This design comes from an exercise in tuning for small area, a short achievable clock period and few clock cycles on the open sky130 flow, not from production work. Function was checked by simulation only, so behaviour that the tests miss may differ from the original. Power is estimated from default activity; no workload was simulated.

===== flow/config.mk =====
export PLATFORM = sky130hd
export DESIGN_NAME = bfs
export DESIGN_NICKNAME = bfs
export VERILOG_FILES = /design/flow/design.v
export SDC_FILE = /design/flow/constraint.sdc
export NUM_CORES = 4
export LEC_CHECK = 0
export CAP_MARGIN = 20
export CORE_MARGIN = 2
export CORE_UTILIZATION = 55
export PLACE_DENSITY = 0.65
export SETUP_SLACK_MARGIN = 5
export SLEW_MARGIN = 20

===== flow/constraint.sdc =====
create_clock -name core_clock -period 10.0 [get_ports {clk}]
set_input_delay 2.0000 -clock core_clock [delete_from_list [all_inputs] [get_ports {clk}]]
set_output_delay 2.0000 -clock core_clock [all_outputs]
set_load 0.01 [all_outputs]

===== flow/design.v =====
module bfs (
    input             clk,
    input             rst,
    input             cmd_valid,
    output            cmd_ready,
    input      [31:0] cmd_data,
    output reg        out_valid,
    input             out_ready,
    output reg  [3:0] out_tag,
    output reg        out_last,
    output reg [31:0] out_data
);
    localparam [3:0] T_DESYNC   = 4'd1;
    localparam [3:0] T_CSUMERR  = 4'd2;
    localparam [3:0] T_ANOMALY  = 4'd3;
    localparam [3:0] T_OVERREQ  = 4'd4;
    localparam [3:0] T_ENCINV   = 4'd5;
    localparam [3:0] T_ILLEGAL  = 4'd6;
    localparam [3:0] T_PACKET   = 4'd8;
    localparam [3:0] T_TX       = 4'd9;
    localparam [3:0] T_CSUM     = 4'd10;
    localparam [3:0] T_HIST     = 4'd11;
    localparam [3:0] T_CODE     = 4'd12;
    localparam integer S_IDLE = 0;    
    localparam integer S_RD0  = 1;    
    localparam integer S_RD   = 2;    
    localparam integer S_SEG  = 3;    
    localparam integer S_POP  = 4;    
    localparam integer S_STK  = 5;    
    localparam integer S_FB0  = 6;    
    localparam integer S_FBR  = 7;    
    localparam integer S_FBW  = 8;    
    localparam integer S_COLL = 9;    
    localparam integer S_RD2  = 10;   
    localparam integer S_POP2 = 11;   
    localparam integer NS     = 12;
    localparam integer QW = 3;        
    localparam integer QN = 1 << QW;
    function in_wl;
        input [7:0] b;
        in_wl = (b == 8'h00) || (b == 8'h3F) || (b == 8'h50) ||
                (b == 8'h68) || (b == 8'h80) || (b == 8'hBF);
    endfunction
    function [2:0] wl_idx;
        input [7:0] b;
        wl_idx = (b == 8'h3F) ? 3'd1 : (b == 8'h50) ? 3'd2 : (b == 8'h68) ? 3'd3 :
                 (b == 8'h80) ? 3'd4 : (b == 8'hBF) ? 3'd5 : 3'd0;
    endfunction
    function [7:0] wl_val;
        input [2:0] i;
        case (i)
        3'd1:    wl_val = 8'h3F;
        3'd2:    wl_val = 8'h50;
        3'd3:    wl_val = 8'h68;
        3'd4:    wl_val = 8'h80;
        3'd5:    wl_val = 8'hBF;
        default: wl_val = 8'h00;
        endcase
    endfunction
    function in_len;
        input [7:0] b;
        in_len = (b >= 8'd2) && (b <= 8'd126);
    endfunction
    function [7:0] sub255;
        input [7:0] a;
        input [8:0] b;
        reg   [9:0] t;
        begin
            t = {2'b00, a} - {1'b0, b};
            sub255 = t[9] ? (t[7:0] + 8'd255) : t[7:0];
        end
    endfunction
    function [7:0] addm2;
        input [7:0] a;
        input [7:0] b;
        reg   [9:0] t;
        begin
            t = {2'b00, a} + {2'b00, b} + 10'd253;
            addm2 = (t >= 10'd510) ? (t - 10'd510) : (t >= 10'd255) ? (t - 10'd255) : t[7:0];
        end
    endfunction
    function [7:0] add255;
        input [7:0] a;
        input [7:0] b;
        reg   [8:0] t;
        begin
            t = {1'b0, a} + {1'b0, b};
            add255 = (t >= 9'd255) ? (t - 9'd255) : t[7:0];
        end
    endfunction
    function [7:0] inc255;
        input [7:0] a;
        inc255 = (a == 8'd254) ? 8'd0 : a + 8'd1;
    endfunction
    reg [7:0] HB  [0:254];    
    reg [7:0] PAY [0:127];    
    reg [7:0] CB0 [0:63];
    reg [7:0] CB1 [0:62];
    reg [7:0] CB2 [0:62];
    reg [7:0] CB3 [0:62];
    reg        sk_v, crdy;
    reg [31:0] sk_d;
    reg        d_v;
    reg [31:0] d_w;
    reg        f_feed, f_dres, f_happ, f_hrd, f_hov, f_hz, f_cod, f_enc, f_dbn,
               f_ds0, f_ds1, f_ill, f_wl, f_len, f_nz1, f_nz2, f_nz3, f_ale2, f_alt2;
    reg [7:0]  f_x4;
    reg [2:0]  f_wli;
    wire       tk;                        
    assign cmd_ready = crdy;
    wire        fire = cmd_valid && crdy;
    wire [31:0] iw   = sk_v ? sk_d : cmd_data;
    wire        dload = !d_v || tk;
    reg rst_r;
    always @(posedge clk) rst_r <= rst;
    always @(posedge clk) begin
        if (rst) begin
            d_v  <= 1'b0;
            sk_v <= 1'b0;
            crdy <= 1'b0;
        end else if (rst_r) begin
            d_v  <= 1'b0;
            sk_v <= 1'b0;
            crdy <= 1'b1;
        end else begin
            if (dload) begin
                d_v  <= sk_v || fire;
                sk_v <= 1'b0;
                crdy <= 1'b1;
            end else if (fire) begin
                sk_v <= 1'b1;
                crdy <= 1'b0;
            end else begin
                crdy <= !sk_v;
            end
        end
        if (!sk_v)
            sk_d <= cmd_data;
        if (dload) begin
            d_w    <= iw;
            f_feed <= iw[31:24] == 8'h01 && iw[23:8] == 16'd0;
            f_dres <= iw[31:24] == 8'h02 && iw[23:0] == 24'd0;
            f_happ <= iw[31:24] == 8'h03 && iw[23:8] == 16'd0;
            f_hrd  <= iw[31:24] == 8'h04 && iw[23:16] == 8'd0;
            f_hov  <= iw[15:8] != 8'd0;
            f_hz   <= iw[7:0] == 8'd0;
            f_cod  <= iw[31:24] == 8'h05 || iw[31:24] == 8'h06;
            f_enc  <= iw[31:24] == 8'h06;
            f_dbn  <= iw[31:24] == 8'h07 && iw[23:16] == 8'd0;
            f_ds0  <= iw[15:0] == 16'h3210;
            f_ds1  <= iw[15:0] == 16'h3211;
            f_ill  <= !((iw[31:24] == 8'h01 && iw[23:8] == 16'd0) ||
                        (iw[31:24] == 8'h02 && iw[23:0] == 24'd0) ||
                        (iw[31:24] == 8'h03 && iw[23:8] == 16'd0) ||
                        (iw[31:24] == 8'h04 && iw[23:16] == 8'd0) ||
                        iw[31:24] == 8'h05 || iw[31:24] == 8'h06 ||
                        (iw[31:24] == 8'h07 && iw[23:16] == 8'd0));
            f_ale2 <= iw[23:16] <= 8'd2;
            f_alt2 <= iw[23:16] <  8'd2;
            f_wl   <= in_wl(iw[7:0]);
            f_wli  <= wl_idx(iw[7:0]);
            f_len  <= in_len(iw[7:0]);
            f_nz1  <= iw[15:8]  != 8'd0;
            f_nz2  <= iw[23:16] != 8'd0;
            f_nz3  <= iw[31:24] != 8'd0;
            f_x4   <= iw[7:0] ^ iw[15:8] ^ iw[23:16] ^ iw[31:24];
        end
    end
    reg        e_v;
    reg [3:0]  e_tag;
    reg        e_last;
    reg [23:0] e_data;
    reg [3:0]  q_tag  [0:QN-1];
    reg        q_last [0:QN-1];
    reg [23:0] q_data [0:QN-1];
    reg [QW:0] q_wp, q_rp;                
    wire       q_empty = (q_wp == q_rp);
    reg        room;                      
    wire       pop;
    wire [3:0]  h_tag  = q_tag[q_rp[QW-1:0]];
    wire        h_last = q_last[q_rp[QW-1:0]];
    wire [23:0] h_data = q_data[q_rp[QW-1:0]];
    wire [QW:0] q_cnt  = q_wp - q_rp;
    wire        h_pkt  = (h_tag == T_PACKET) && !h_last;
    wire        h_tx   = (h_tag == T_TX);
    wire        h_hist = (h_tag == T_HIST) && !h_last;
    localparam [3:0] O_NONE = 4'd0, O_PKT = 4'd1, O_TXL = 4'd2, O_TXD = 4'd3,
                     O_TXB = 4'd4, O_TXC = 4'd5, O_HRD = 4'd6, O_HIST = 4'd7,
                     O_HRD2 = 4'd8;
    reg [3:0]  o_st;
    reg [6:0]  o_idx;         
    reg [6:0]  o_nx;          
    reg [7:0]  ppf;           
    reg [7:0]  cnx;           
    reg [7:0]  cpf;           
    reg [7:0]  o_rem;         
    reg        ill_busy;      
    reg [31:0] ill_w;
    reg        tx_busy;       
    reg        pb_d;          
    reg        hist_busy;     
    reg [7:0]  hpf;           
    reg        rd_d;          
    reg [7:0]  hz;            
    reg        hz0;
    wire       adv = !out_valid || out_ready;
    reg [NS-1:0] st;
    reg [3:0]  P;             
    reg        pz;            
    reg [6:0]  pleft;         
    reg [6:0]  pi;            
    reg [6:0]  pw;            
    reg [6:0]  pfree;         
    reg [7:0]  avail;         
    reg        av0;           
    reg        ab_pend;       
    reg [6:0]  ab_n;
    reg [2:0]  SRC, DST;      
    reg [7:0]  LEN, acc;
    reg        CLEAN;
    reg [7:0]  HW;
    reg [7:0]  ra;            
    reg [7:0]  pf;            
    reg [7:0]  cnt;           
    reg [8:0]  D;             
    reg        rd_rw;         
    reg [7:0]  sp, spm1;      
    reg        sp_nz;
    reg        ev2_pend;      
    reg        ev2_hist;
    reg [7:0]  ev2_x;
    reg        DBV, DBC1;     
    reg        c_enc;
    reg [7:0]  c_s, c_l, c_d, c_acc;
    reg [5:0]  c_k;           
    reg [5:0]  c_left;        
    reg        c_last;        
    reg [2:0]  c_z;           
    wire [7:0] hw_inc = inc255(HW);
    wire [7:0] ra_inc = inc255(ra);
    wire [7:0] hbq;
    wire [7:0] cbq;
    reg  [7:0] hq, cq;
    reg        hq_v, cq_v;
    reg  [1:0] ts;            
    wire        live   = st[S_IDLE];
    wire [7:0]  x      = live ? d_w[7:0] : pf;
    wire        wl_x   = live ? f_wl  : in_wl(pf);
    wire        len_x  = live ? f_len : in_len(pf);
    wire [2:0]  wli_x  = live ? f_wli : wl_idx(pf);
    wire        is_pay = P[3] && !pz;
    wire        ck_ok  = (x == acc);
    wire        rej_ck = P[3] && pz && !ck_ok;
    wire        good   = P[3] && pz && ck_ok;
    wire        rej0   = P[0] && !wl_x;
    wire        rejh   = (P[1] && !len_x) || (P[2] && !wl_x);
    wire        cnt_is1  = (cnt == 8'd1);
    wire        dplus_ok = (D + {1'b0, LEN}) <= 9'd255;
    wire eg      = !ev2_pend;
    wire hb_full = hist_busy && hz0;
    wire idle_v  = st[S_IDLE] && d_v && eg;
    wire bok     = room && !(is_pay && av0) && !hb_full;
    wire feed_go = idle_v && f_feed && bok;
    wire seg_go  = st[S_SEG] && eg && bok;
    wire stk_go  = st[S_STK] && eg && bok;
    wire consume = feed_go || seg_go || stk_go;
    wire cmd_go  = idle_v && room &&
                   ((f_cod && !tx_busy) || (f_ill && !ill_busy) ||
                    ((f_hrd || f_dres) && !hist_busy) ||
                    (f_happ && !hb_full) || f_dbn);
    wire coll_bad = (c_z[0] && f_nz1) || (c_z[1] && f_nz2) || (c_z[2] && f_nz3);
    wire coll_go = st[S_COLL] && d_v && eg && room && !(c_last && coll_bad && ill_busy);
    assign tk = feed_go || cmd_go || coll_go;
    wire dbsup   = DBV && ((f_ds0 && !DBC1) || (f_ds1 && DBC1));
    wire k_ev2   = ev2_pend && room;
    wire k_rej0  = consume && rej0;
    wire k_rejh  = consume && rejh;
    wire k_rejc  = consume && rej_ck;
    wire k_good  = consume && good;
    wire k_ill   = cmd_go && f_ill;
    wire k_hrd   = cmd_go && f_hrd;
    wire k_cod   = cmd_go && f_cod && f_ale2;
    wire k_dbn   = cmd_go && f_dbn && !dbsup;
    wire k_coll  = coll_go && c_last;
    wire ev = k_ev2 || k_rej0 || k_rejh || k_rejc || k_good ||
              k_ill || k_hrd || k_cod || k_dbn || k_coll;
    wire [7:0] cs0   = d_w[15:8] ^ d_w[23:16] ^ d_w[7:0];
    wire [7:0] c_fin = c_acc ^ f_x4;
    wire [7:0] hs    = sub255(HW, {1'b0, d_w[7:0]});
    wire [3:0] t_cod  = !f_enc ? T_CSUM : f_alt2 ? T_ENCINV : T_TX;
    wire [3:0] t_coll = coll_bad ? T_ILLEGAL : !c_enc ? T_CSUM : T_TX;
    wire [3:0] ev_tag =
        ({4{k_ev2}}  & (ev2_hist ? T_HIST : T_DESYNC)) |
        ({4{k_rej0}} & (CLEAN ? T_ANOMALY : T_DESYNC)) |
        ({4{k_rejh}} & T_DESYNC) |
        ({4{k_rejc}} & T_CSUMERR) |
        ({4{k_good}} & T_PACKET) |
        ({4{k_ill}}  & T_ILLEGAL) |
        ({4{k_hrd}}  & (f_hov ? T_OVERREQ : T_HIST)) |
        ({4{k_cod}}  & t_cod) |
        ({4{k_dbn}}  & T_CODE) |
        ({4{k_coll}} & t_coll);
    wire ev_last = !((k_good && LEN != 8'd2) ||
                     (k_hrd && !f_hov && !f_hz) ||
                     (k_cod && f_enc && !f_alt2) ||
                     (k_coll && !coll_bad && c_enc));
    wire [23:0] ev_data =
        ({24{k_ev2 && !ev2_hist}}     & {16'd0, ev2_x}) |
        ({24{k_rej0}}                 & {16'd0, x}) |
        ({24{k_rejh}}                 & {14'd0, P[2], P[1], x}) |
        ({24{k_rejc}}                 & {LEN, acc, x}) |
        ({24{k_good}}                 & {11'd0, SRC, DST, LEN[6:0] - 7'd2}) |
        ({24{k_hrd && f_hov}}         & {8'd0, d_w[15:0]}) |
        ({24{k_hrd && !f_hov}}        & {8'd0, hs, d_w[7:0]}) |
        ({24{k_cod && !f_enc}}        & {16'd0, cs0}) |
        ({24{k_cod && f_enc}}         & {16'd0, d_w[23:16]}) |
        ({24{k_dbn}}                  & {8'd0, d_w[15:0]}) |
        ({24{k_coll && !coll_bad}}    & {16'd0, c_fin});
    wire [7:0] cn  = (d_w[23:16] > 8'd2) ? (d_w[23:16] - 8'd2) : 8'd0;
    wire [8:0] ct9 = {1'b0, cn} + 9'd3;
    wire [6:0] ct  = ct9[8:2];
    always @(posedge clk) begin
        e_v <= ev;
        if (ev) begin
            e_tag  <= ev_tag;
            e_last <= ev_last;
            e_data <= ev_data;
        end
        if (rst_r) begin
            st       <= {{(NS-1){1'b0}}, 1'b1};
            P        <= 4'b0001;
            CLEAN    <= 1'b0;
            HW       <= 8'd0;
            DBV      <= 1'b0;
            sp       <= 8'd0;
            spm1     <= 8'hFF;
            sp_nz    <= 1'b0;
            pfree    <= 7'd0;
            ev2_pend <= 1'b0;
            ab_pend  <= 1'b0;
            e_v      <= 1'b0;
        end else if (ev2_pend) begin
            if (room) ev2_pend <= 1'b0;
        end else begin
            ab_pend <= 1'b0;
            if (consume) begin
                HW     <= hw_inc;
                if (P[0]) begin
                    if (wl_x) begin
                        SRC <= wli_x; acc <= x; P <= 4'b0010;
                    end else begin
                        CLEAN <= 1'b0;
                        if (CLEAN) begin
                            ev2_pend <= 1'b1;
                            ev2_hist <= 1'b0;
                            ev2_x    <= x;
                        end
                    end
                end
                if (P[1]) begin
                    if (len_x) begin
                        LEN <= x; acc <= acc ^ x; P <= 4'b0100;
                        pleft <= x[6:0] - 7'd2;
                        pz    <= (x == 8'd2);
                    end else begin
                        CLEAN <= 1'b0; P <= 4'b0001;
                    end
                end
                if (P[2]) begin
                    if (wl_x) begin
                        DST <= wli_x; acc <= acc ^ x; P <= 4'b1000;
                        pi <= 7'd0; pw <= pfree;
                    end else begin
                        CLEAN <= 1'b0; P <= 4'b0001;
                    end
                end
                if (P[3]) begin
                    if (!pz) begin
                        pw    <= pw + 7'd1;
                        pi    <= pi + 7'd1;
                        pleft <= pleft - 7'd1;
                        pz    <= (pleft == 7'd1);
                        acc   <= acc ^ x;
                    end else if (ck_ok) begin
                        P <= 4'b0001; CLEAN <= 1'b1; pfree <= pw;
                    end else begin
                        P <= 4'b0001; CLEAN <= 1'b0;
                        ab_pend <= 1'b1; ab_n <= pi;
                    end
                end
            end
            if (feed_go && rej_ck) begin
                rd_rw <= 1'b0;
                st <= (1 << S_RD0);
            end
            if (cmd_go) begin
                if (f_dres) begin
                    if (P[3]) begin ab_pend <= 1'b1; ab_n <= pi; end
                    P  <= 4'b0001;
                    HW <= 8'd0;
                end
                if (f_happ)
                    HW <= hw_inc;
                if (f_hrd && f_hov) begin
                    ev2_pend <= 1'b1;
                    ev2_hist <= 1'b1;
                end
                if (f_cod) begin
                    c_enc  <= f_enc;
                    c_s    <= d_w[15:8];
                    c_l    <= d_w[23:16];
                    c_d    <= d_w[7:0];
                    c_acc  <= cs0;
                    c_k    <= 6'd0;
                    c_left <= ct[5:0] - 6'd1;
                    c_last <= (ct == 7'd1);
                    c_z    <= (cn[1:0] == 2'd1) ? 3'b111 :
                              (cn[1:0] == 2'd2) ? 3'b110 :
                              (cn[1:0] == 2'd3) ? 3'b100 : 3'b000;
                    if (!f_ale2) st <= (1 << S_COLL);
                end
                if (f_dbn) begin
                    if (dbsup) begin
                        DBV <= 1'b0;
                    end else begin
                        DBV <= f_ds0 || f_ds1;
                        if (f_ds0 || f_ds1) DBC1 <= f_ds1;
                    end
                end
            end
            if (st[S_RD0] && !hist_busy) begin
                ra  <= rd_rw ? sub255(ra, {1'b0, LEN} + 9'd1) : sub255(HW, {1'b0, LEN});
                cnt <= rd_rw ? cnt + LEN : LEN;
                D   <= rd_rw ? D + {1'b0, LEN} : {1'b0, LEN};
                st  <= (1 << S_RD);
            end
            if (st[S_RD]) begin
                ra <= ra_inc;
                st <= (1 << S_RD2);
            end
            if (st[S_RD2]) begin
                pf <= hbq;
                ra <= ra_inc;
                st <= (1 << S_SEG);
            end
            if (seg_go) begin
                pf  <= hq_v ? hq : hbq;
                cnt <= cnt - 8'd1;
                if (!rej_ck) ra <= ra_inc;
                if (rej_ck) begin
                    if (cnt_is1) begin
                        rd_rw <= 1'b0;
                        st    <= (1 << S_RD0);
                    end else if (dplus_ok) begin
                        rd_rw <= 1'b1;
                        st    <= (1 << S_RD0);
                    end else begin
                        st <= (1 << S_FB0);
                    end
                end else if (cnt_is1) begin
                    st <= sp_nz ? (1 << S_POP) : (1 << S_IDLE);
                end
            end
            if (st[S_POP])
                st    <= (1 << S_POP2);
            if (st[S_POP2]) begin
                pf    <= cbq;
                sp    <= spm1;
                spm1  <= spm1 - 8'd1;
                sp_nz <= (spm1 != 8'd0);
                st    <= (1 << S_STK);
            end
            if (stk_go) begin
                if (rej_ck) begin
                    rd_rw <= 1'b0;
                    st    <= (1 << S_RD0);
                end else begin
                    st <= sp_nz ? (1 << S_POP) : (1 << S_IDLE);
                end
            end
            if (st[S_FB0]) begin
                ra <= addm2(ra, cnt);
                st <= (1 << S_FBR);
            end
            if (st[S_FBR])
                st <= (1 << S_FBW);
            if (st[S_FBW] && !tx_busy) begin
                sp     <= sp + 8'd1;
                spm1   <= sp;
                sp_nz  <= 1'b1;
                ra     <= (ra == 8'd0) ? 8'd254 : ra - 8'd1;
                cnt    <= cnt - 8'd1;
                if (cnt_is1) begin
                    rd_rw <= 1'b0;
                    st    <= (1 << S_RD0);
                end else begin
                    st <= (1 << S_FBR);
                end
            end
            if (coll_go) begin
                c_acc  <= c_fin;
                c_k    <= c_k + 6'd1;
                c_left <= c_left - 6'd1;
                c_last <= (c_left == 6'd1);
                if (c_last) st <= (1 << S_IDLE);
            end
        end
        if (pop && h_hist)
            ra <= h_data[15:8];
        if (o_st == O_HRD || o_st == O_HRD2 || (adv && o_st == O_HIST))
            ra <= ra_inc;
    end
    wire hb_we   = consume || (cmd_go && f_happ);
    wire pay_we  = consume && is_pay;
    wire cb_push = st[S_FBW] && !tx_busy && eg;
    wire cb_coll = coll_go && c_enc;
    wire stk_pop = st[S_POP2] && eg && !rst_r;
    reg        hb_we_r, pay_we_r;
    reg [7:0]  hb_wa_r, hb_wd_r, pay_wd_r;
    reg [6:0]  pay_wa_r;
    reg [3:0]  cb_we_r;
    reg [5:0]  cb_wi_r;
    reg [31:0] cb_wd_r;
    always @(posedge clk) begin
        hb_we_r  <= hb_we;
        hb_wa_r  <= HW;
        hb_wd_r  <= x;
        pay_we_r <= pay_we;
        pay_wa_r <= pw;
        pay_wd_r <= x;
        cb_we_r  <= cb_push ? (4'b0001 << sp[1:0]) :
                    cb_coll ? ((c_k == 6'd63) ? 4'b0001 : 4'b1111) : 4'b0000;
        cb_wi_r  <= cb_push ? sp[7:2] : c_k;
        cb_wd_r  <= cb_push ? {4{hbq}} : d_w;
        if (hb_we_r)    HB[hb_wa_r]   <= hb_wd_r;
        if (pay_we_r)   PAY[pay_wa_r] <= pay_wd_r;
        if (cb_we_r[0]) CB0[cb_wi_r]  <= cb_wd_r[7:0];
        if (cb_we_r[1]) CB1[cb_wi_r]  <= cb_wd_r[15:8];
        if (cb_we_r[2]) CB2[cb_wi_r]  <= cb_wd_r[23:16];
        if (cb_we_r[3]) CB3[cb_wi_r]  <= cb_wd_r[31:24];
    end
    wire hist_set = k_hrd && !f_hov && !f_hz && !rst_r;
    always @(posedge clk) begin
        if (hist_set) begin
            hz  <= 8'd255 - d_w[7:0];
            hz0 <= (d_w[7:0] == 8'd255);
        end else if (hb_we && !rd_d) begin
            hz  <= hz - 8'd1;
            hz0 <= (hz == 8'd1);
        end else if (!hb_we && rd_d) begin
            hz  <= hz + 8'd1;
            hz0 <= 1'b0;
        end
    end
    always @(posedge clk) begin
        if (rst_r) begin
            avail <= 8'd128;
            av0   <= 1'b0;
        end else if (ab_pend) begin
            avail <= avail + {1'b0, ab_n} + {7'd0, pb_d};
            av0   <= (avail + {1'b0, ab_n} + {7'd0, pb_d}) == 8'd0;
        end else if (pay_we && !pb_d) begin
            avail <= avail - 8'd1;
            av0   <= (avail == 8'd1);
        end else if (!pay_we && pb_d) begin
            avail <= avail + 8'd1;
            av0   <= 1'b0;
        end
    end
    always @(posedge clk) begin
        if (e_v) begin
            q_tag[q_wp[QW-1:0]]  <= e_tag;
            q_last[q_wp[QW-1:0]] <= e_last;
            q_data[q_wp[QW-1:0]] <= e_data;
        end
        if (rst_r) begin
            q_wp <= 0;
            q_rp <= 0;
            room <= 1'b1;
        end else begin
            if (e_v) q_wp <= q_wp + 1'b1;
            if (pop) q_rp <= q_rp + 1'b1;
            room <= ({1'b0, q_cnt} + e_v) <= QN - 2;
        end
    end
    reg [7:0] hg [0:15];      
    reg [3:0] rh;
    reg [7:0] cg [0:15];      
    reg [7:0] cnd;
    integer gi;
    always @(posedge clk) begin
        for (gi = 0; gi < 16; gi = gi + 1) begin
            hg[gi] <= (gi == 15 && ra[3:0] == 4'd15) ? 8'd0 : HB[{gi[3:0], ra[3:0]}];
        end
        for (gi = 0; gi < 4; gi = gi + 1) begin
            cg[gi]      <= CB0[{gi[1:0], cnx[5:2]}];
            cg[4 + gi]  <= (gi == 3 && cnx[5:2] == 4'd15) ? 8'd0 : CB1[{gi[1:0], cnx[5:2]}];
            cg[8 + gi]  <= (gi == 3 && cnx[5:2] == 4'd15) ? 8'd0 : CB2[{gi[1:0], cnx[5:2]}];
            cg[12 + gi] <= (gi == 3 && cnx[5:2] == 4'd15) ? 8'd0 : CB3[{gi[1:0], cnx[5:2]}];
        end
        rh  <= ra[7:4];
        cnd <= cnx;
    end
    assign hbq = hg[rh];
    assign cbq = cg[{cnd[1:0], cnd[7:6]}];
    wire hs_take  = seg_go || (adv && o_st == O_HIST);
    wire hs_stall = (st[S_SEG] && !seg_go) || (o_st == O_HIST && !adv);
    always @(posedge clk) begin
        if ((st[S_RD0] && !hist_busy) || o_st == O_HRD2 || hs_take)
            hq_v <= 1'b0;
        else if (hs_stall && !hq_v) begin
            hq   <= hbq;
            hq_v <= 1'b1;
        end
    end
    wire tx_take  = adv && o_st == O_TXB;
    wire tx_on    = (o_st == O_TXL) || (o_st == O_TXD) || (o_st == O_TXB);
    always @(posedge clk) begin
        if (rst_r)
            ts <= 2'd0;
        else if (pop && h_tx)
            ts <= 2'd2;
        else if (ts != 2'd0)
            ts <= ts - 2'd1;
        if (ts == 2'd1 || tx_take)
            cq_v <= 1'b0;
        else if (ts == 2'd0 && tx_on && !cq_v) begin
            cq   <= cbq;
            cq_v <= 1'b1;
        end
    end
    assign pop = adv && (o_st == O_NONE) && !q_empty;
    wire pay_beat = adv && (o_st == O_PKT);
    always @(posedge clk) begin
        if (rst_r) begin
            o_idx <= 7'd0;
            o_nx  <= 7'd1;
        end else if (pay_beat) begin
            o_idx <= o_nx;
            o_nx  <= o_nx + 7'd1;
        end
        ppf <= (pay_beat && !(pay_we_r && pay_wa_r == o_nx)) ? PAY[o_nx] :
               (pay_beat || (pay_we_r && pay_wa_r == o_idx)) ? pay_wd_r : ppf;
    end
    always @(posedge clk) begin
        if (rst_r) begin
            out_valid <= 1'b0;
            o_st      <= O_NONE;
            tx_busy   <= 1'b0;
            ill_busy  <= 1'b0;
            hist_busy <= 1'b0;
            rd_d      <= 1'b0;
            pb_d      <= 1'b0;
        end else begin
            pb_d <= pay_beat;
            rd_d <= (o_st == O_HRD2) || (adv && o_st == O_HIST);
            if (hist_set) hist_busy <= 1'b1;
            if (ev && ev_tag == T_TX) tx_busy <= 1'b1;
            if (ev && ev_tag == T_ILLEGAL) begin
                ill_busy <= 1'b1;
                ill_w    <= d_w;
            end
            if (pop && h_tag == T_ILLEGAL) ill_busy <= 1'b0;
            if (cb_push) cnx <= sp;
            if (stk_pop) cnx <= spm1 - 8'd1;
            if (o_st == O_HRD)
                o_st <= O_HRD2;
            if (o_st == O_HRD2) begin
                hpf  <= hbq;
                o_st <= O_HIST;
            end
            if (ts == 2'd2)
                cnx <= cnx + 8'd1;
            if (ts == 2'd1) begin
                cpf <= cbq;
                cnx <= cnx + 8'd1;
            end
            if (adv) begin
                case (o_st)
                O_NONE: begin
                    out_valid <= !q_empty;
                    out_tag   <= h_tag;
                    out_last  <= h_last;
                    if (h_tag == T_ILLEGAL)
                        out_data <= ill_w;
                    else if (h_tx)
                        out_data <= {24'd0, c_s};
                    else if (h_tag == T_HIST)
                        out_data <= {24'd0, h_data[7:0]};
                    else if (h_tag == T_PACKET)
                        out_data <= {8'd0, wl_val(h_data[12:10]), wl_val(h_data[9:7]),
                                     1'b0, h_data[6:0]};
                    else
                        out_data <= {8'd0, h_data};
                    o_rem <= h_tx ? c_l - 8'd2 :
                             (h_tag == T_HIST) ? h_data[7:0] : {1'b0, h_data[6:0]};
                    if (pop && h_tx) cnx <= 8'd0;
                    if (!q_empty) begin
                        if (h_pkt)  o_st <= O_PKT;
                        if (h_tx)   o_st <= O_TXL;
                        if (h_hist) o_st <= O_HRD;
                    end
                end
                O_PKT: begin
                    out_valid <= 1'b1;
                    out_tag   <= T_PACKET;
                    out_data  <= {24'd0, ppf};
                    out_last  <= (o_rem == 8'd1);
                    o_rem     <= o_rem - 8'd1;
                    if (o_rem == 8'd1) o_st <= O_NONE;
                end
                O_TXL: begin
                    out_valid <= 1'b1;
                    out_tag   <= T_TX;
                    out_data  <= {24'd0, c_l};
                    out_last  <= 1'b0;
                    o_st      <= O_TXD;
                end
                O_TXD: begin
                    out_valid <= 1'b1;
                    out_tag   <= T_TX;
                    out_data  <= {24'd0, c_d};
                    out_last  <= 1'b0;
                    o_st      <= (o_rem == 8'd0) ? O_TXC : O_TXB;
                end
                O_TXB: begin
                    out_valid <= 1'b1;
                    out_tag   <= T_TX;
                    out_data  <= {24'd0, cpf};
                    out_last  <= 1'b0;
                    cpf       <= cq_v ? cq : cbq;
                    cnx       <= cnx + 8'd1;
                    o_rem     <= o_rem - 8'd1;
                    if (o_rem == 8'd1) o_st <= O_TXC;
                end
                O_TXC: begin
                    out_valid <= 1'b1;
                    out_tag   <= T_TX;
                    out_data  <= {24'd0, c_acc};
                    out_last  <= 1'b1;
                    o_st      <= O_NONE;
                    tx_busy   <= 1'b0;
                end
                O_HRD, O_HRD2: begin
                    out_valid <= 1'b0;
                end
                default: begin   
                    out_valid <= 1'b1;
                    out_tag   <= T_HIST;
                    out_data  <= {24'd0, hpf};
                    out_last  <= (o_rem == 8'd1);
                    hpf       <= hq_v ? hq : hbq;
                    o_rem     <= o_rem - 8'd1;
                    if (o_rem == 8'd1) begin
                        o_st      <= O_NONE;
                        hist_busy <= 1'b0;
                    end
                end
                endcase
            end
        end
        if (rst)
            out_valid <= 1'b0;
    end
endmodule

===== flow/run.sh =====
#!/bin/bash
# synth_recipe.tcl (not shown) runs the flow's synth.tcl, then flattens the netlist and writes it again
# the make line also repeats each setting of config.mk as NAME=value (left out here)
make -C /OpenROAD-flow-scripts/flow DESIGN_CONFIG=/design/flow/config.mk WORK_HOME=/design/flow/orfs CLKGATE_MAP_FILE= SYNTH_SCRIPT=/design/flow/synth_recipe.tcl finish

==> results of run 1 <==
==> cells in the final DEF, fill, tap and decap left out, types with 38 or more instances in the layout <==
| cell | instances |
|---|---|
| xnor2_1 | 172 |
| clkdlybuf4s50_1 | 74 |
| mux4_2 | 1637 |
| clkbuf_8 | 40 |
| mux2i_1 | 137 |
| nand2_1 | 519 |
| o22ai_1 | 52 |
| clkbuf_16 | 637 |
| ha_1 | 112 |
| nor2b_1 | 97 |
| clkbuf_1 | 174 |
| clkinv_2 | 86 |
| xor2_1 | 65 |
| buf_4 | 182 |
| nand3_1 | 125 |
| mux2_2 | 38 |
| inv_1 | 182 |
| edfxtp_1 | 5688 |
| o21ai_0 | 243 |
| dfxtp_1 | 418 |
| nor2_1 | 970 |
| nand4_1 | 44 |
| clkinv_1 | 98 |
| and3_1 | 41 |
| nor3_1 | 70 |
| a21oi_1 | 260 |
==> worst max path at each step <==
stage                     from                  to  slack, ns  cells after the start
6_report       ra[1]$_DFFE_PP_    hg[4][3]$_DFF_P_       5.19                      6
5_1_grt        ra[2]$_DFFE_PP_     ra[2]$_DFFE_PP_       5.14                     13
3_5_place_dp         out_ready     ra[4]$_DFFE_PP_       4.58                      9
4_1_cts        ra[1]$_DFFE_PP_    hg[4][3]$_DFF_P_       5.04                      6
2_1_floorplan        out_ready  o_rem[0]$_DFFE_PP_       5.07                      4
3_3_place_gp         out_ready     ra[4]$_DFFE_PP_       4.65                      9
==> routing by layer <==
metal	wire length [microns]	track usage, %	share of wire [%]	vias to the layer above
met5	47	0	0.0080	-
met4	20540	8.629	3.5	8
met3	49460	4.641	8.4	979
met2	282200	41.56	48	5535
met1	236700	38.08	40	63710
li1	-	-	-	50310
==> area by class of cell <==
| class | instances | area share [%] |
|---|---|---|
| tap | 5757 | 2.677 |
| clock inverter | 283 | 1.016 |
| sequential | 6164 | 67.07 |
| timing repair buffer | 283 | 0.9765 |
| clock buffer | 851 | 6.365 |
| inverter | 188 | 0.2651 |
| multi-input combinational | 5233 | 21.62 |
| antenna | 15 | 0.01395 |
==> synthesized netlist by cell type, types with 29 or more instances <==
cell type  number
o211ai_1       31
and3_1         41
xor2_1         65
a21oi_1       261
buf_2          42
edfxtp_1     5688
dfxtp_1       476
mux2_2         38
inv_1         184
nand2b_1       31
a22oi_1        30
nor4_1         29
o21ai_0       244
nor2b_1        98
a211oi_1       34
nor2_1        983
nand3_1       129
mux2i_1       139
buf_1         153
clkbuf_1      423
o22ai_1        52
a21o_1         36
nor3_1         75
mux4_2       1637
ha_1          112
a31oi_1        38
nand4_1        44
nand2_1       520
xnor2_1       173
==> state kept, by name (all words and copies together), names as in the netlist, 24 cells and up, named ones only <==
register	flops
CB3	504
out_data	32
cb_wd_r	32
PAY	1024
HB	2040
CB0	512
cg	128
e_data	24
CB1	504
hg	128
sk_d	32
q_data	192
d_w	32
CB2	504
ill_w	32
q_tag	32
==> power by group <==
part           switching [mW]  internal, mW  total (mW)  leakage, nW
combinational            2.65          2.08        4.74         19.9
sequential              0.522          28.6        29.2         55.3
clock                    9.68          13.0        22.7         9.68
total                    12.9          43.7        56.6         84.8
==> logic make-up (layout without fill, tap and decap cells) <==
| group | count (synthesis) | after routing |
|---|---|---|
| other | 0 | 15 |
| xor gates and xnor gates | 239 | 239 |
| buffers and inverters | 823 | 1605 |
| DFF | 6164 | 6164 |
| and+or+nand+nor | 2091 | 2091 |
| muxes | 1828 | 1828 |
| AOI/OAI and AO/OA | 954 | 954 |
| adders and majority gates | 121 | 121 |
==> repair_timing <==
| action | 4_1_cts | 5_1_grt |
|---|---|---|
| buffers inserted | 0 | 1 |
| resized for setup | 2 | 4 |
| cloned | 1 | 1 |
| setup endpoints to repair | 17 | 25 |
==> load_flow_metrics.sql, run 1 <==
INSERT INTO impl_metrics (metric_group, metric, value, unit) VALUES
('timing', 'maxClockFrequency', '208.0', 'MHz'),
('timing', 'unrepaired_setup_endpoints_after_global_routing', 'false', ''),
('worst_setup_path', 'ff2ff_path_depth', '6', ''),
('synth', 'postSynthNetCount', '12380', ''),
('synth', 'post_synth_and_or_nand_nor_area_fraction', '3.836', '%'),
('layout', 'layout-area-overhead-vs-synth', '11.41', '%'),
('power', 'p_total', '56.59', 'mW'),
('synth', 'postSynthAreaPerCell', '19.76', 'sq um'),
('power', 'power.leakage', '84.84', 'nW'),
('synth', 'netlist_area', '241500', 'sq um'),
('layout', 'finalInstanceArea', '269100', 'sq um'),
('routing', 'postRouteAntennaNets', '0', ''),
('routing', 'detail_route.drc_violations', '0', ''),
('worst_hold_path', 'hold-path-endpoint', 'hb_wa_r[0]$_DFF_P_', ''),
('clocking', 'cts_root_buffer_type', 'clkbuf_16', ''),
('power', 'power_density', '210.3', 'nW/um^2'),
('layout', 'fillers', '30110', ''),
('timing', 'worst_slew_pin_slew', '1.233', 'ns'),
('place', 'place_area', '249000', 'sq um'),
('run', 'cap_viol_max_count', '0', ''),
('timing', 'timing.final.crit_period', '4.807', 'ns'),
('worst_setup_path', 'setup.worst_path.start_class', 'register', ''),
('synth', 'synth_top_family_by_area', 'multiplexers', ''),
('synth', 'synth_compound_gate_area_share', '2.531', '%'),
('layout', 'seqCellArea', '180500', 'sq um'),
('worst_setup_path', 'worst_setup_slack_for_register_to_register_paths', '5.19', 'ns'),
('routing', 'avgRoutedWirePerCell', '31.37', 'microns'),
('synth', 'synth.area.top_cells', 'edfxtp_1 71%, mux4_2 15%, dfxtp_1 3.9%', ''),
('clocking', 'inserted_clock_buffers', '617', ''),
('worst_setup_path', 'worstSetupPathType', 'reg -> reg', ''),
('place', 'place_hpwl', '363100', 'microns'),
('timing', 'finalSetupViolCount', '0', ''),
('layout', 'multiInputGateArea', '58160', 'sq um'),
('worst_setup_path', 'critPathRequiredTime', '10.90', 'ns'),
('timing', 'worst_slack', '5.193', 'ns'),
('outcome', 'run_status', 'timing/DRC/antenna clean', ''),
('floorplanning', 'placementRows', '243', ''),
('place', 'total_placed_cells_including_tap_cells', '17620', ''),
('global_routing', 'first_global_vias', '120400', ''),
('routing', 'drt-total-wl', '589000', 'microns'),
('synth', 'ys_async_sr_fraction', '0', '%'),
('worst_hold_path', 'worstHoldPathType', 'reg -> reg', ''),
('synth', 'synth_seq_area_share', '74.67', '%'),
('worst_setup_path', 'cp_cell_sequence', 'buf_4 > buf_12 > buf_6 > buf_4 > mux4_2 > mux4_2', ''),
('power', 'ir_worst_vdd', '0.1674', 'mV'),
('global_routing', 'pin_count_of_the_biggest_net_entering_global_routing', '202', ''),
('global_routing', 'grt_pass1_wl', '854000', 'microns'),
('global_routing', 'gr_ovfl_total', '0', ''),
('layout', 'final_core_util', '61.50', '%'),
('global_routing', 'global_route.usage.total', '26.41', '%'),
('synth', 'synth.ff_latch_count', '6164', ''),
('synth', 'yosys_warnings', '3', ''),
('timing', 'final.hold.worst_slack', '0.4301', 'ns'),
('synth', 'synthDominantAreaCellType', 'edfxtp_1', ''),
('clocking', 'holdBufCountCts', '0', ''),
('floorplanning', 'boundaryPins', '75', ''),
('timing', 'final-max-slew-violation-count', '0', ''),
('worst_hold_path', 'holdPathStages', '0', ''),
('timing', 'finalCritPeriodShare', '48.07', '%'),
('synth', 'synth_top_area_share', '70.72', '%'),
('worst_setup_path', 'worstPathArrival', '5.71', 'ns'),
('layout', 'final_cells', '18770', ''),
('worst_setup_path', 'maximum_fanout_along_the_worst_path', '140', ''),
('place', 'port-buffer-count', '74', ''),
('floorplanning', 'placeable_core_area', '437500', 'sq um'),
('worst_setup_path', 'end_kind', 'register', ''),
('synth', 'synthAdderAreaFrac', '0.6548', '%'),
('timing', 'timing.clock.skew', '0.03659', 'ns'),
('clocking', 'clkSinkCount', '6164', ''),
('worst_setup_path', 'critical_path.n_buffers_inverters', '4', ''),
('timing', 'max-slew-margin-rel', '17.53', '%');
Testbench counts, summed over its fixed seeds: cycles 153,450.
==> inputs of run 2 (changes only) <==
--- a/flow/design.v
+++ b/flow/design.v
@@ -33,8 +33,10 @@
     localparam integer S_COLL = 9;    
     localparam integer S_RD2  = 10;   
     localparam integer S_POP2 = 11;   
-    localparam integer NS     = 12;
-    localparam integer QW = 3;        
+    localparam integer S_RD1  = 12;   
+    localparam integer S_FB1  = 13;   
+    localparam integer NS     = 14;
+    localparam integer QW = 4;        
     localparam integer QN = 1 << QW;
     function in_wl;
         input [7:0] b;
@@ -169,29 +171,31 @@
     reg        e_v;
     reg [3:0]  e_tag;
     reg        e_last;
-    reg [23:0] e_data;
+    reg [22:0] e_data;
     reg [3:0]  q_tag  [0:QN-1];
     reg        q_last [0:QN-1];
-    reg [23:0] q_data [0:QN-1];
+    reg [22:0] q_data [0:QN-1];
     reg [QW:0] q_wp, q_rp;                
     wire       q_empty = (q_wp == q_rp);
     reg        room;                      
     wire       pop;
     wire [3:0]  h_tag  = q_tag[q_rp[QW-1:0]];
     wire        h_last = q_last[q_rp[QW-1:0]];
-    wire [23:0] h_data = q_data[q_rp[QW-1:0]];
+    wire [22:0] h_data = q_data[q_rp[QW-1:0]];
     wire [QW:0] q_cnt  = q_wp - q_rp;
     wire        h_pkt  = (h_tag == T_PACKET) && !h_last;
     wire        h_tx   = (h_tag == T_TX);
     wire        h_hist = (h_tag == T_HIST) && !h_last;
     localparam [3:0] O_NONE = 4'd0, O_PKT = 4'd1, O_TXL = 4'd2, O_TXD = 4'd3,
                      O_TXB = 4'd4, O_TXC = 4'd5, O_HRD = 4'd6, O_HIST = 4'd7,
-                     O_HRD2 = 4'd8;
+                     O_HRD2 = 4'd8, O_HRD1 = 4'd9;
     reg [3:0]  o_st;
     reg [6:0]  o_idx;         
     reg [6:0]  o_nx;          
+    reg [15:0] onx_oh;        
     reg [7:0]  ppf;           
     reg [7:0]  cnx;           
+    reg [15:0] cnx_oh;        
     reg [7:0]  cpf;           
     reg [7:0]  o_rem;         
     reg        ill_busy;      
@@ -220,6 +224,9 @@
     reg        CLEAN;
     reg [7:0]  HW;
     reg [7:0]  ra;            
+    reg [15:0] ra_oh;         
+    reg [7:0]  rd_a;          
+    reg [7:0]  hs_r;          
     reg [7:0]  pf;            
     reg [7:0]  cnt;           
     reg [8:0]  D;             
@@ -304,11 +311,11 @@
                      (k_hrd && !f_hov && !f_hz) ||
                      (k_cod && f_enc && !f_alt2) ||
                      (k_coll && !coll_bad && c_enc));
-    wire [23:0] ev_data =
+    wire [23:0] ev_data_w =
         ({24{k_ev2 && !ev2_hist}}     & {16'd0, ev2_x}) |
         ({24{k_rej0}}                 & {16'd0, x}) |
         ({24{k_rejh}}                 & {14'd0, P[2], P[1], x}) |
-        ({24{k_rejc}}                 & {LEN, acc, x}) |
+        ({24{k_rejc}}                 & {1'b0, LEN[6:0], acc, x}) |
         ({24{k_good}}                 & {11'd0, SRC, DST, LEN[6:0] - 7'd2}) |
         ({24{k_hrd && f_hov}}         & {8'd0, d_w[15:0]}) |
         ({24{k_hrd && !f_hov}}        & {8'd0, hs, d_w[7:0]}) |
@@ -324,7 +331,7 @@
         if (ev) begin
             e_tag  <= ev_tag;
             e_last <= ev_last;
-            e_data <= ev_data;
+            e_data <= ev_data_w[22:0];
         end
         if (rst_r) begin
             st       <= {{(NS-1){1'b0}}, 1'b1};
@@ -429,24 +436,22 @@
                 end
             end
             if (st[S_RD0] && !hist_busy) begin
-                ra  <= rd_rw ? sub255(ra, {1'b0, LEN} + 9'd1) : sub255(HW, {1'b0, LEN});
+                rd_a <= rd_rw ? sub255(ra, {1'b0, LEN} + 9'd1) : sub255(HW, {1'b0, LEN});
                 cnt <= rd_rw ? cnt + LEN : LEN;
                 D   <= rd_rw ? D + {1'b0, LEN} : {1'b0, LEN};
-                st  <= (1 << S_RD);
+                st  <= (1 << S_RD1);
             end
-            if (st[S_RD]) begin
-                ra <= ra_inc;
+            if (st[S_RD1])
+                st <= (1 << S_RD);
+            if (st[S_RD])
                 st <= (1 << S_RD2);
-            end
             if (st[S_RD2]) begin
                 pf <= hbq;
-                ra <= ra_inc;
                 st <= (1 << S_SEG);
             end
             if (seg_go) begin
                 pf  <= hq_v ? hq : hbq;
                 cnt <= cnt - 8'd1;
-                if (!rej_ck) ra <= ra_inc;
                 if (rej_ck) begin
                     if (cnt_is1) begin
                         rd_rw <= 1'b0;
@@ -479,7 +484,10 @@
                 end
             end
             if (st[S_FB0]) begin
-                ra <= addm2(ra, cnt);
+                rd_a <= addm2(ra, cnt);
+                st <= (1 << S_FB1);
+            end
+            if (st[S_FB1]) begin
                 st <= (1 << S_FBR);
             end
             if (st[S_FBR])
@@ -488,7 +496,6 @@
                 sp     <= sp + 8'd1;
                 spm1   <= sp;
                 sp_nz  <= 1'b1;
-                ra     <= (ra == 8'd0) ? 8'd254 : ra - 8'd1;
                 cnt    <= cnt - 8'd1;
                 if (cnt_is1) begin
                     rd_rw <= 1'b0;
@@ -506,9 +513,17 @@
             end
         end
         if (pop && h_hist)
-            ra <= h_data[15:8];
-        if (o_st == O_HRD || o_st == O_HRD2 || (adv && o_st == O_HIST))
-            ra <= ra_inc;
+            hs_r <= h_data[15:8];
+    end
+    wire       e_ok = !rst_r && eg;
+    wire [7:0] ra_n = (e_ok && (st[S_RD1] || st[S_FB1])) ? rd_a :
+                      (e_ok && st[S_FBW] && !tx_busy) ? ((ra == 8'd0) ? 8'd254 : ra - 8'd1) :
+                      (o_st == O_HRD) ? hs_r :
+                      ((e_ok && (st[S_RD] || st[S_RD2])) || (seg_go && !rej_ck) ||
+                       o_st == O_HRD1 || o_st == O_HRD2 || (adv && o_st == O_HIST)) ? ra_inc : ra;
+    always @(posedge clk) begin
+        ra    <= ra_n;
+        ra_oh <= 16'd1 << ra_n[3:0];
     end
     wire hb_we   = consume || (cmd_go && f_happ);
     wire pay_we  = consume && is_pay;
@@ -584,19 +599,53 @@
         end
     end
     reg [7:0] hg [0:15];      
+    function [7:0] hb_grp;
+        input [3:0] k;
+        integer j;
+        begin
+            hb_grp = 8'd0;
+            for (j = 0; j < 16; j = j + 1)
+                if (!(k == 4'd15 && j == 15))
+                    hb_grp = hb_grp | ({8{ra_oh[j]}} & HB[{k, j[3:0]}]);
+        end
+    endfunction
     reg [3:0] rh;
     reg [7:0] cg [0:15];      
+    function [7:0] cb_grp;
+        input [1:0] l;
+        input [1:0] g;
+        integer j;
+        begin
+            cb_grp = 8'd0;
+            for (j = 0; j < 16; j = j + 1)
+                if (l == 2'd0)
+                    cb_grp = cb_grp | ({8{cnx_oh[j]}} & CB0[{g, j[3:0]}]);
+                else if (!(g == 2'd3 && j == 15))
+                    cb_grp = cb_grp | ({8{cnx_oh[j]}} &
+                             ((l == 2'd1) ? CB1[{g, j[3:0]}] :
+                              (l == 2'd2) ? CB2[{g, j[3:0]}] : CB3[{g, j[3:0]}]));
+        end
+    endfunction
+    wire [7:0] cnx_n = rst_r ? cnx :
+                       (pop && h_tx) ? 8'd0 :
+                       ((adv && o_st == O_TXB) || ts != 2'd0) ? cnx + 8'd1 :
+                       stk_pop ? spm1 - 8'd1 :
+                       cb_push ? sp : cnx;
+    always @(posedge clk) begin
+        cnx    <= cnx_n;
+        cnx_oh <= 16'd1 << cnx_n[5:2];
+    end
     reg [7:0] cnd;
     integer gi;
     always @(posedge clk) begin
         for (gi = 0; gi < 16; gi = gi + 1) begin
-            hg[gi] <= (gi == 15 && ra[3:0] == 4'd15) ? 8'd0 : HB[{gi[3:0], ra[3:0]}];
+            hg[gi] <= hb_grp(gi[3:0]);
         end
         for (gi = 0; gi < 4; gi = gi + 1) begin
-            cg[gi]      <= CB0[{gi[1:0], cnx[5:2]}];
-            cg[4 + gi]  <= (gi == 3 && cnx[5:2] == 4'd15) ? 8'd0 : CB1[{gi[1:0], cnx[5:2]}];
-            cg[8 + gi]  <= (gi == 3 && cnx[5:2] == 4'd15) ? 8'd0 : CB2[{gi[1:0], cnx[5:2]}];
-            cg[12 + gi] <= (gi == 3 && cnx[5:2] == 4'd15) ? 8'd0 : CB3[{gi[1:0], cnx[5:2]}];
+            cg[gi]      <= cb_grp(2'd0, gi[1:0]);
+            cg[4 + gi]  <= cb_grp(2'd1, gi[1:0]);
+            cg[8 + gi]  <= cb_grp(2'd2, gi[1:0]);
+            cg[12 + gi] <= cb_grp(2'd3, gi[1:0]);
         end
         rh  <= ra[7:4];
         cnd <= cnx;
@@ -631,6 +680,15 @@
     end
     assign pop = adv && (o_st == O_NONE) && !q_empty;
     wire pay_beat = adv && (o_st == O_PKT);
+    function [7:0] pay_grp;
+        input [2:0] g;
+        integer j;
+        begin
+            pay_grp = 8'd0;
+            for (j = 0; j < 16; j = j + 1)
+                pay_grp = pay_grp | ({8{onx_oh[j]}} & PAY[{g, j[3:0]}]);
+        end
+    endfunction
     always @(posedge clk) begin
         if (rst_r) begin
             o_idx <= 7'd0;
@@ -639,7 +697,8 @@
             o_idx <= o_nx;
             o_nx  <= o_nx + 7'd1;
         end
-        ppf <= (pay_beat && !(pay_we_r && pay_wa_r == o_nx)) ? PAY[o_nx] :
+        onx_oh <= rst_r ? 16'd2 : pay_beat ? (16'd1 << (o_nx[3:0] + 4'd1)) : (16'd1 << o_nx[3:0]);
+        ppf <= (pay_beat && !(pay_we_r && pay_wa_r == o_nx)) ? pay_grp(o_nx[6:4]) :
                (pay_beat || (pay_we_r && pay_wa_r == o_idx)) ? pay_wd_r : ppf;
     end
     always @(posedge clk) begin
@@ -656,25 +715,21 @@
             rd_d <= (o_st == O_HRD2) || (adv && o_st == O_HIST);
             if (hist_set) hist_busy <= 1'b1;
             if (ev && ev_tag == T_TX) tx_busy <= 1'b1;
-            if (ev && ev_tag == T_ILLEGAL) begin
+            if (ev && ev_tag == T_ILLEGAL)
                 ill_busy <= 1'b1;
-                ill_w    <= d_w;
-            end
+            if (!ill_busy)
+                ill_w <= d_w;
             if (pop && h_tag == T_ILLEGAL) ill_busy <= 1'b0;
-            if (cb_push) cnx <= sp;
-            if (stk_pop) cnx <= spm1 - 8'd1;
             if (o_st == O_HRD)
+                o_st <= O_HRD1;
+            if (o_st == O_HRD1)
                 o_st <= O_HRD2;
             if (o_st == O_HRD2) begin
                 hpf  <= hbq;
                 o_st <= O_HIST;
             end
-            if (ts == 2'd2)
-                cnx <= cnx + 8'd1;
-            if (ts == 2'd1) begin
+            if (ts == 2'd1)
                 cpf <= cbq;
-                cnx <= cnx + 8'd1;
-            end
             if (adv) begin
                 case (o_st)
                 O_NONE: begin
@@ -691,10 +746,9 @@
                         out_data <= {8'd0, wl_val(h_data[12:10]), wl_val(h_data[9:7]),
                                      1'b0, h_data[6:0]};
                     else
-                        out_data <= {8'd0, h_data};
+                        out_data <= {9'd0, h_data};
                     o_rem <= h_tx ? c_l - 8'd2 :
                              (h_tag == T_HIST) ? h_data[7:0] : {1'b0, h_data[6:0]};
-                    if (pop && h_tx) cnx <= 8'd0;
                     if (!q_empty) begin
                         if (h_pkt)  o_st <= O_PKT;
                         if (h_tx)   o_st <= O_TXL;
@@ -729,7 +783,6 @@
                     out_data  <= {24'd0, cpf};
                     out_last  <= 1'b0;
                     cpf       <= cq_v ? cq : cbq;
-                    cnx       <= cnx + 8'd1;
                     o_rem     <= o_rem - 8'd1;
                     if (o_rem == 8'd1) o_st <= O_TXC;
                 end
@@ -741,7 +794,7 @@
                     o_st      <= O_NONE;
                     tx_busy   <= 1'b0;
                 end
-                O_HRD, O_HRD2: begin
+                O_HRD, O_HRD1, O_HRD2: begin
                     out_valid <= 1'b0;
                 end
                 default: begin   
--- a/flow/config.mk
+++ b/flow/config.mk
@@ -8,6 +8,8 @@
 export CAP_MARGIN = 20
 export CORE_MARGIN = 2
 export CORE_UTILIZATION = 55
+export CTS_CLUSTER_DIAMETER = 90
+export CTS_CLUSTER_SIZE = 20
 export PLACE_DENSITY = 0.65
 export SETUP_SLACK_MARGIN = 5
 export SLEW_MARGIN = 20
==> load_flow_metrics.sql, run 2 <==
INSERT INTO impl_metrics (metric_group, metric, value, unit) VALUES
('worst_setup_path', 'end_kind', 'register', ''),
('place', 'total_placed_cells_including_tap_cells', '19190', ''),
('global_routing', 'top_usage_layer', 'met2', ''),
('clocking', 'buffer_count_from_post_cts_setup_fixing', '0', ''),
('global_routing', 'grt_use_met1', '43.39', '%'),
('timing', 'final-max-slew-violation-count', '0', ''),
('synth', 'synth.most_common_cell', 'edfxtp_1', ''),
('routing', 'drt-total-wl', '680500', 'microns'),
('worst_setup_path', 'maximum_fanout_along_the_worst_path', '38', ''),
('layout', 'final_core_util', '59.34', '%'),
('global_routing', 'global_route.usage.total', '29.99', '%'),
('worst_hold_path', 'worstHoldPathType', 'reg -> reg', ''),
('timing', 'worst_slack', '5.392', 'ns'),
('floorplanning', 'boundaryPins', '75', ''),
('outcome', 'run_status', 'timing/DRC/antenna clean', ''),
('global_routing', 'grt_pass1_wl', '966600', 'microns'),
('synth', 'ys_async_sr_fraction', '0', '%'),
('routing', 'detail_route.drc_violations', '0', ''),
('floorplanning', 'die_footprint', '446100', 'sq um'),
('synth', 'most_used_standard_cells_in_the_synthesized_netlist', '5911 x edfxtp_1, 1034 x nor2_1, 970 x a221oi_1', ''),
('synth', 'netlist_area', '242400', 'sq um'),
('clocking', 'post_cts.resized_instances', '0', ''),
('layout', 'final_cells', '19860', ''),
('synth', 'postSynthAreaPerCell', '17.51', 'sq um'),
('global_routing', 'globalRouteMet2Util', '45.87', '%'),
('global_routing', 'first_global_vias', '131900', ''),
('timing', 'finalSetupViolCount', '0', ''),
('worst_setup_path', 'setup.worst_path.start_class', 'primary input', ''),
('timing', 'finalCritPeriodShare', '46.08', '%'),
('layout', 'layout-area-overhead-vs-synth', '7.308', '%'),
('place', 'place_area', '249300', 'sq um'),
('timing', 'max-slew-margin-rel', '14.38', '%'),
('worst_setup_path', 'worstSetupPathType', 'in -> reg', ''),
('worst_setup_path', 'cp_cell_sequence', 'clkdlybuf4s50_1 > nand2b_1 > and4_2 > and3b_1', ''),
('timing', 'maxClockFrequency', '217.0', 'MHz'),
('layout', 'largest_register', 'HB', ''),
('global_routing', 'gr_ovfl_total', '0', ''),
('synth', 'synthCells', '13840', ''),
('layout', 'mostFrequentLayoutCells', '5911 x edfxtp_1, 1001 x nor2_1, 970 x a221oi_1', ''),
('floorplanning', 'placementRows', '243', ''),
('routing', 'avgRoutedWirePerCell', '34.27', 'microns'),
('synth', 'yosys_warnings', '3', ''),
('timing', 'final.hold.worst_slack', '0.4320', 'ns'),
('clocking', 'clkSinkCount', '6444', ''),
('synth', 'synth.ff_latch_count', '6444', ''),
('place', 'place_hpwl', '409200', 'microns'),
('worst_setup_path', 'worstPathArrival', '5.27', 'ns'),
('clocking', 'cts_root_buffer_type', 'clkbuf_16', ''),
('clocking', 'inserted_clock_buffers', '364', ''),
('timing', 'timing.final.crit_period', '4.608', 'ns'),
('synth', 'synth.area.top_cells', 'edfxtp_1 73%, dfxtp_1 4.4%, mux4_2 3.7%', ''),
('synth', 'postSynthNetCount', '14010', ''),
('layout', 'fillers', '31960', ''),
('worst_setup_path', 'launching_element_of_the_worst_setup_path', 'out_ready', ''),
('layout', 'top_regs', 'HB x2040, PAY x1024, CB0 x512', ''),
('timing', 'timing.clock.skew', '0.08999', 'ns'),
('worst_setup_path', 'critPathRequiredTime', '10.66', 'ns'),
('power', 'power.leakage', '79.77', 'nW'),
('global_routing', 'pin_count_of_the_biggest_net_entering_global_routing', '206', ''),
('clocking', 'holdBufCountCts', '0', ''),
('run', 'cap_viol_max_count', '0', ''),
('clocking', 'clock_tree_from_tritoncts', 'done', ''),
('timing', 'unrepaired_setup_endpoints_after_global_routing', 'false', ''),
('timing', 'worst_slew_pin_slew', '1.284', 'ns'),
('layout', 'commonest_non_fill_non_tap_cell_in_the_layout', 'edfxtp_1', ''),
('power', 'p_total', '53.57', 'mW'),
('global_routing', 'grt_use_met3', '5.657', '%'),
('floorplanning', 'placeable_core_area', '438400', 'sq um'),
('layout', 'finalInstanceArea', '260200', 'sq um'),
('clocking', 'cts_max_level', '5', ''),
('layout', 'largest_register_ff_count', '2040', '');
==> run 2: cell count changes after synthesis, moves of 193 or more <==
cell and delta:
a22o_1 +926, a221oi_1 +946, edfxtp_1 +223, mux4_2 -1243, a22oi_1 +193, nand4_1 +274, clkbuf_1 +211
==> run 2: kinds of logic after synthesis <==
family / after synthesis / share of synthesized area (%)
multiplexers: 646 / 4.813
adder cells (fa/ha/maj): 125 / 0.6730
buffers and inverters: 999 / 1.580
XOR/XNOR: 229 / 0.8330
flip-flops: 6444 / 77.62
AND/OR/NAND/NOR: 2394 / 4.588
AO/OA/AOI/OAI: 3007 / 9.897
==> run 2: cell type report <==
type	count	area [sq um]	share of cell area, %
Inverter	190	713.2	0.2741
Tap cell	5880	7357	2.828
Sequential cell	6444	188400	72.43
Multi-Input combinational cell	6401	50610	19.45
Clock buffer	615	10180	3.913
Clock inverter	34	447.9	0.1722
Timing Repair Buffer	279	2379	0.9143
Antenna cell	12	30.03	0.01154
==> run 2: final timing paths <==
kind / depth (start not counted) / slack [ns] / end
max: 4 / 5.39 / o_rem[4]$_DFFE_PP_
min: 0 / 0.43 / cnd[7]$_DFF_P_
max reg2reg: 10 / 5.47 / out_data[14]$_SDFFCE_PP0P_
min reg2reg: 0 / 0.43 / cnd[7]$_DFF_P_
==> run 2: report_power, final <==
group,switching (mW),internal (mW)
clock,8.56,7.05
combinational,4.06,2.23
sequential,1.35,30.3
==> run 2: layer usage <==
| layer | share of wire (%) | vias to the layer above |
|---|---|---|
| met5 | 0.019 | - |
| met4 | 4.2 | 14 |
| met3 | 11 | 1342 |
| met2 | 46 | 8366 |
| met1 | 39 | 70650 |
| li1 | - | 56030 |
==> run 2: worst max-delay path, delay by kind of cell <==
family | cells | cell delay (ns)
and+or+nand+nor | 3 | 2.64
buffers and inverters | 1 | 0.59
Testbench counts of run 2, summed over its fixed seeds: cycles 148,093.

## what the ideal ports hide
In the flow no input, the clock included, has a driving cell. The finished layouts below were timed again as built, in two steps. Step 1: set_driving_cell puts a clkbuf_16 on clk and a buf_2 on each other input, an assumption about the parent block. Step 2 moves the port delays by t, midway between the first and last clock arrival at a register: inputs arrive t later, outputs are due t later. That takes back most of the time a late clock gives input paths. Slacks: no drivers / after step 1 / after step 2; pairs: no drivers / after step 1.
run | t, ns | slack for setup (ns) | hold WS [ns] | cell pins on the clock port's net
run 1 | 1.151 | 5.193 / 5.193 / 4.479 | 0.430 / 0.430 / 0.430 | 1
run 2 | 1.118 | 5.392 / 5.467 / 4.356 | 0.432 / 0.432 / 0.432 | 1
After both steps setup and hold are still met in every run listed. The setup slack of run 2, which loses most, moves by +0.075 ns with the drivers and by -1.036 ns with both steps.
